This design comes from an exercise in tuning for small area, a short achievable clock period and few clock cycles on the open sky130 flow, not from production work. Only simulation tests tie the RTL to the original design; equivalence was not proved. Power figures rest on the tool's default switching activity, not on a simulated workload.

P:
## aurora_core
module aurora_core (
    input  wire        clk,
    input  wire        rst,           
    output reg         mem_valid,
    output reg         mem_we,
    output reg         mem_wsize,     
    output reg  [26:0] mem_addr,
    output wire [31:0] mem_wdata,
    input  wire        mem_ready,
    input  wire [15:0] mem_rdata,
    output wire        halted,
    output wire [1:0]  fault_kind,
    output wire [31:0] fault_info,
    output wire [31:0] fault_pc,
    output wire [31:0] pc_out,
    output wire [31:0] psw_out,
    output wire [31:0] cycles_out,
    input  wire [4:0]  dbg_idx,
    output wire [31:0] dbg_rdata
);
==> flow/config.mk <==
export PLATFORM = sky130hd
export DESIGN_NAME = aurora_core
export DESIGN_NICKNAME = aurora_core
export VERILOG_FILES = /design/flow/design.v
export SDC_FILE = /design/flow/constraint.sdc
export NUM_CORES = 4
export LEC_CHECK = 0
export CAP_MARGIN = 20
export CORE_MARGIN = 2
export CORE_UTILIZATION = 35
export CTS_BUF_LIST = sky130_fd_sc_hd__clkbuf_8
export CTS_CLUSTER_DIAMETER = 60
export CTS_CLUSTER_SIZE = 14
export PLACE_DENSITY = 0.6
export SETUP_SLACK_MARGIN = 5.0
export SLEW_MARGIN = 20
export SYNTH_HIERARCHICAL = 1
==> flow/constraint.sdc <==
create_clock -name core_clock -period 9.0 [get_ports {clk}]
set_input_delay 1.8000 -clock core_clock [delete_from_list [all_inputs] [get_ports {clk}]]
set_output_delay 1.8000 -clock core_clock [all_outputs]
set_load 0.01 [all_outputs]
standard.sh (not shown) runs the stock make flow with config.mk's settings and CLKGATE_MAP_FILE= SYNTH_SCRIPT=/design/flow/synth_recipe.tcl, a recipe that flattens the netlist after the stock synthesis.
==> flow/flow/run.sh <==
#!/bin/bash
# The standard layout (the standard.sh: standard synthesis, then ORFS to
# finish), with the port buffers made from sky130_fd_sc_hd__buf_1 instead of
# the slow delay buffer buffer_ports picks by default. Every input and output
# port still gets its own buffer. Each step's full output goes to a log here.
set -euo pipefail
export BUFFER_PORTS_ARGS="-buffer_cell sky130_fd_sc_hd__buf_1"
bash standard.sh synth > synth.log 2>&1
bash standard.sh > layout.log 2>&1
Testbench counts of P, summed over its fixed seeds: cycles 57,737.
Relative to P, the following input files were edited for Q:
--- a/flow/config.mk
+++ b/flow/config.mk
@@ -15 +15 @@
-export SETUP_SLACK_MARGIN = 5.0
+export SETUP_SLACK_MARGIN = 4.5
==> summary.txt <==
In terms of multi-input gate count, Q and P differ only marginally.
For global routing usage on met3, Q and P come out practically identical.
Comparing the two runs side by side, Q comes out behind P on post-layout minimum cycle time.
Taking P as the reference, in Q clock-cell share of area up 0.34 points, share of the clock period used by the worst path after layout up 0.93 points, logic gate share of total power down 2.7 points.
Areal power density over the cells: Q > P
Setup slack in Q is smaller than in P.
Looking at wire length across Q and P, the one that comes out lower is Q.
What R does differently from Q at the input level:
--- a/flow/config.mk
+++ b/flow/config.mk
@@ -15 +15 @@
-export SETUP_SLACK_MARGIN = 4.5
+export SETUP_SLACK_MARGIN = 4.0
[summary]
Area after detailed placement: R vs Q — no meaningful difference
Cell area (lower): R
Endpoint of the worst setup timing path: pc[6]$_DFFE_PP_ -> R, mem_valid -> Q
Looking only at fraction of area in registers, and setting everything else aside, the lower value of Q and R goes to Q.
Critical path depth: R vs Q up 8
Compared to Q, the router laid down less metal wire for R.
Taking Q as the reference, in R clock latency on the worst-skew pair shows no meaningful change; fmax shows a reduction of 9.2%; power share of the clock group shows an increase of 0.6 points; number of fill cells shows an increase of 158.
R did not stop at any stage, and its layout met the timing, design-rule and antenna checks.
What S does differently from R at the input level:
==> flow/run.sh (new file) <==
#!/bin/bash
# synth_recipe.tcl (not shown) runs the flow's synth.tcl, then flattens the netlist and writes it again
# the make line also repeats each setting of config.mk as NAME=value (left out here)
make -C /OpenROAD-flow-scripts/flow DESIGN_CONFIG=/design/flow/config.mk WORK_HOME=/design/flow/orfs CLKGATE_MAP_FILE= SYNTH_SCRIPT=/design/flow/synth_recipe.tcl finish
--- a/flow/config.mk
+++ b/flow/config.mk
@@ -12,2 +11,0 @@
-export CTS_CLUSTER_DIAMETER = 60
-export CTS_CLUSTER_SIZE = 14
@@ -15 +13 @@
-export SETUP_SLACK_MARGIN = 4.0
+export SETUP_SLACK_MARGIN = 4.5
removed: flow/flow/run.sh
removed: flow/standard.sh
## What came out
Flip-flop and latch share of the layout cell area in S is 4.3 points below R. Number of violations reported at the end of detailed-routing iteration 0 was lower in R than in S. Relative to R, time the final worst path needs with I/O delays and setup has decreased by 420 ps in S. Against R, S reports a met1 track demand over resource in global routing that is higher. Switching fraction of total power: S < R. Worst slew margin relative to its limit, S and R, higher one = S. In terms of number of cells in the design after placement, R and S differ only marginally. S vs R — initial antenna violation count rose 4.
Edits applied to the flow inputs when going from S to T:
==> flow/flow/run.sh (new file) <==
#!/bin/bash
# The standard layout (the standard.sh: standard synthesis, then ORFS to
# finish), with the port buffers made from sky130_fd_sc_hd__buf_1 instead of
# the slow delay buffer buffer_ports picks by default. Every input and output
# port still gets its own buffer. Each step's full output goes to a log here.
set -euo pipefail
export BUFFER_PORTS_ARGS="-buffer_cell sky130_fd_sc_hd__buf_1"
bash standard.sh synth > synth.log 2>&1
bash standard.sh > layout.log 2>&1
==> flow/standard.sh (new file) <==
#!/bin/bash
# synth_recipe.tcl (not shown) runs the flow's synth.tcl, then flattens the netlist and writes it again
# the make line also repeats each setting of config.mk as NAME=value (left out here)
make -C /OpenROAD-flow-scripts/flow DESIGN_CONFIG=/design/flow/config.mk WORK_HOME=/design/flow/orfs CLKGATE_MAP_FILE= SYNTH_SCRIPT=/design/flow/synth_recipe.tcl "${@:-finish}"
--- a/flow/config.mk
+++ b/flow/config.mk
@@ -11 +11,3 @@
-export CTS_BUF_LIST = sky130_fd_sc_hd__clkbuf_8
+export CTS_BUF_LIST = sky130_fd_sc_hd__clkbuf_16
+export CTS_CLUSTER_DIAMETER = 80
+export CTS_CLUSTER_SIZE = 20
removed: flow/run.sh
## What came out
Going from S to T, synthesis-to-finish area growth shrinks by 4.4 points. Delta (T minus S): power share of the clock group went down 6.0 points, maximum single-stage delay on the critical path went up by 160 ps, setup slack saw little to no change, total number of placement rows about even. Number of global-route vias before repair delta for T relative to S: 4.0% lower. Of S and T, S shows the higher register-to-register slack, with T below it.


Another version of the RTL of aurora_core (not shown whole).
Size: ~4000 cells after synthesis, ~53000 sq um of cells after synthesis.
==> flow/config.mk <==
export PLATFORM = sky130hd
export DESIGN_NAME = aurora_core
export DESIGN_NICKNAME = aurora_core
export VERILOG_FILES = /design/flow/design.v
export SDC_FILE = /design/flow/constraint.sdc
export NUM_CORES = 4
export LEC_CHECK = 0
export CAP_MARGIN = 20
export CORE_MARGIN = 2
export CORE_UTILIZATION = 35
export CTS_BUF_LIST = sky130_fd_sc_hd__clkbuf_8
export PLACE_DENSITY = 0.6
export SETUP_SLACK_MARGIN = 4.5
export SLEW_MARGIN = 20
export SYNTH_HIERARCHICAL = 1
==> flow/constraint.sdc <==
create_clock -name core_clock -period 9.0 [get_ports {clk}]
set_input_delay 1.8000 -clock core_clock [delete_from_list [all_inputs] [get_ports {clk}]]
set_output_delay 1.8000 -clock core_clock [all_outputs]
set_load 0.01 [all_outputs]
run.sh (not shown) runs the stock make flow with config.mk's settings and CLKGATE_MAP_FILE= SYNTH_SCRIPT=/design/flow/synth_recipe.tcl, a recipe that flattens the netlist after the stock synthesis.
Stock flow here: none of the scripts above is used.
The starting point passed the timing, design-rule and antenna checks.
Testbench counts at the start, summed over its fixed seeds: cycles 57,737.
Rerun with:
==> flow/flow/run.sh (new file) <==
#!/bin/bash
# The standard layout (the standard.sh: standard synthesis, then ORFS to
# finish), with the port buffers made from sky130_fd_sc_hd__buf_2 instead of
# the slow delay buffer buffer_ports picks by default. Every input and output
# port still gets its own buffer. Each step's full output goes to a log here.
set -euo pipefail
export BUFFER_PORTS_ARGS="-buffer_cell sky130_fd_sc_hd__buf_2"
bash standard.sh synth > synth.log 2>&1
bash standard.sh > layout.log 2>&1
==> flow/standard.sh (new file) <==
#!/bin/bash
# synth_recipe.tcl (not shown) runs the flow's synth.tcl, then flattens the netlist and writes it again
# the make line also repeats each setting of config.mk as NAME=value (left out here)
make -C /OpenROAD-flow-scripts/flow DESIGN_CONFIG=/design/flow/config.mk WORK_HOME=/design/flow/orfs CLKGATE_MAP_FILE= SYNTH_SCRIPT=/design/flow/synth_recipe.tcl "${@:-finish}"
CTS_BUF_LIST = default   (was sky130_fd_sc_hd__clkbuf_8)
SETUP_SLACK_MARGIN = 5.0   (was 4.5)
removed: flow/run.sh
What happened: Design area rose by 3.7%. Sequential share of layout area drops by 1.9 points. Combinational power climbs by about 17%. Worst hold slack loses 0.051 ns. Worst setup slack got worse by 0.033 ns.

static timing again, ports no longer ideal:
How much do the figures lean on ideal ports? The routed layouts below were timed once more, with nothing changed but the port constraints.
Step 1 assumes that a clkbuf_16 drives the clock port and a buf_2 every other input.
Step 2, shift: input delay + t, output delay - t, t = (earliest + latest rising clock arrival at the registers) / 2. This alone moves slack from input paths to output paths.
a / b / c = no drivers / after step 1 / after step 2; a / b = the first two.
run	t, ns	setup slack, ns	latest minus earliest clock arrival (ns)
P	0.905	4.575 / 4.502 / 3.725	0.051 / 0.051
Q	0.936	4.491 / 4.410 / 3.610	0.069 / 0.070
R	0.934	4.034 / 4.030 / 3.158	0.085 / 0.086
S	1.010	4.456 / 4.371 / 3.555	0.071 / 0.071
T	0.766	4.457 / 4.466 / 3.736	0.042 / 0.042
the first run of note 2	0.996	4.408 / 4.373 / 3.436	0.067 / 0.067
the second run of note 2	0.834	4.375 / 4.393 / 3.559	0.060 / 0.060
After both steps every run listed still meets setup and hold. For the first run of note 2, which loses most, drivers alone change the setup slack by -0.035 ns; drivers and shift together by -0.972 ns.
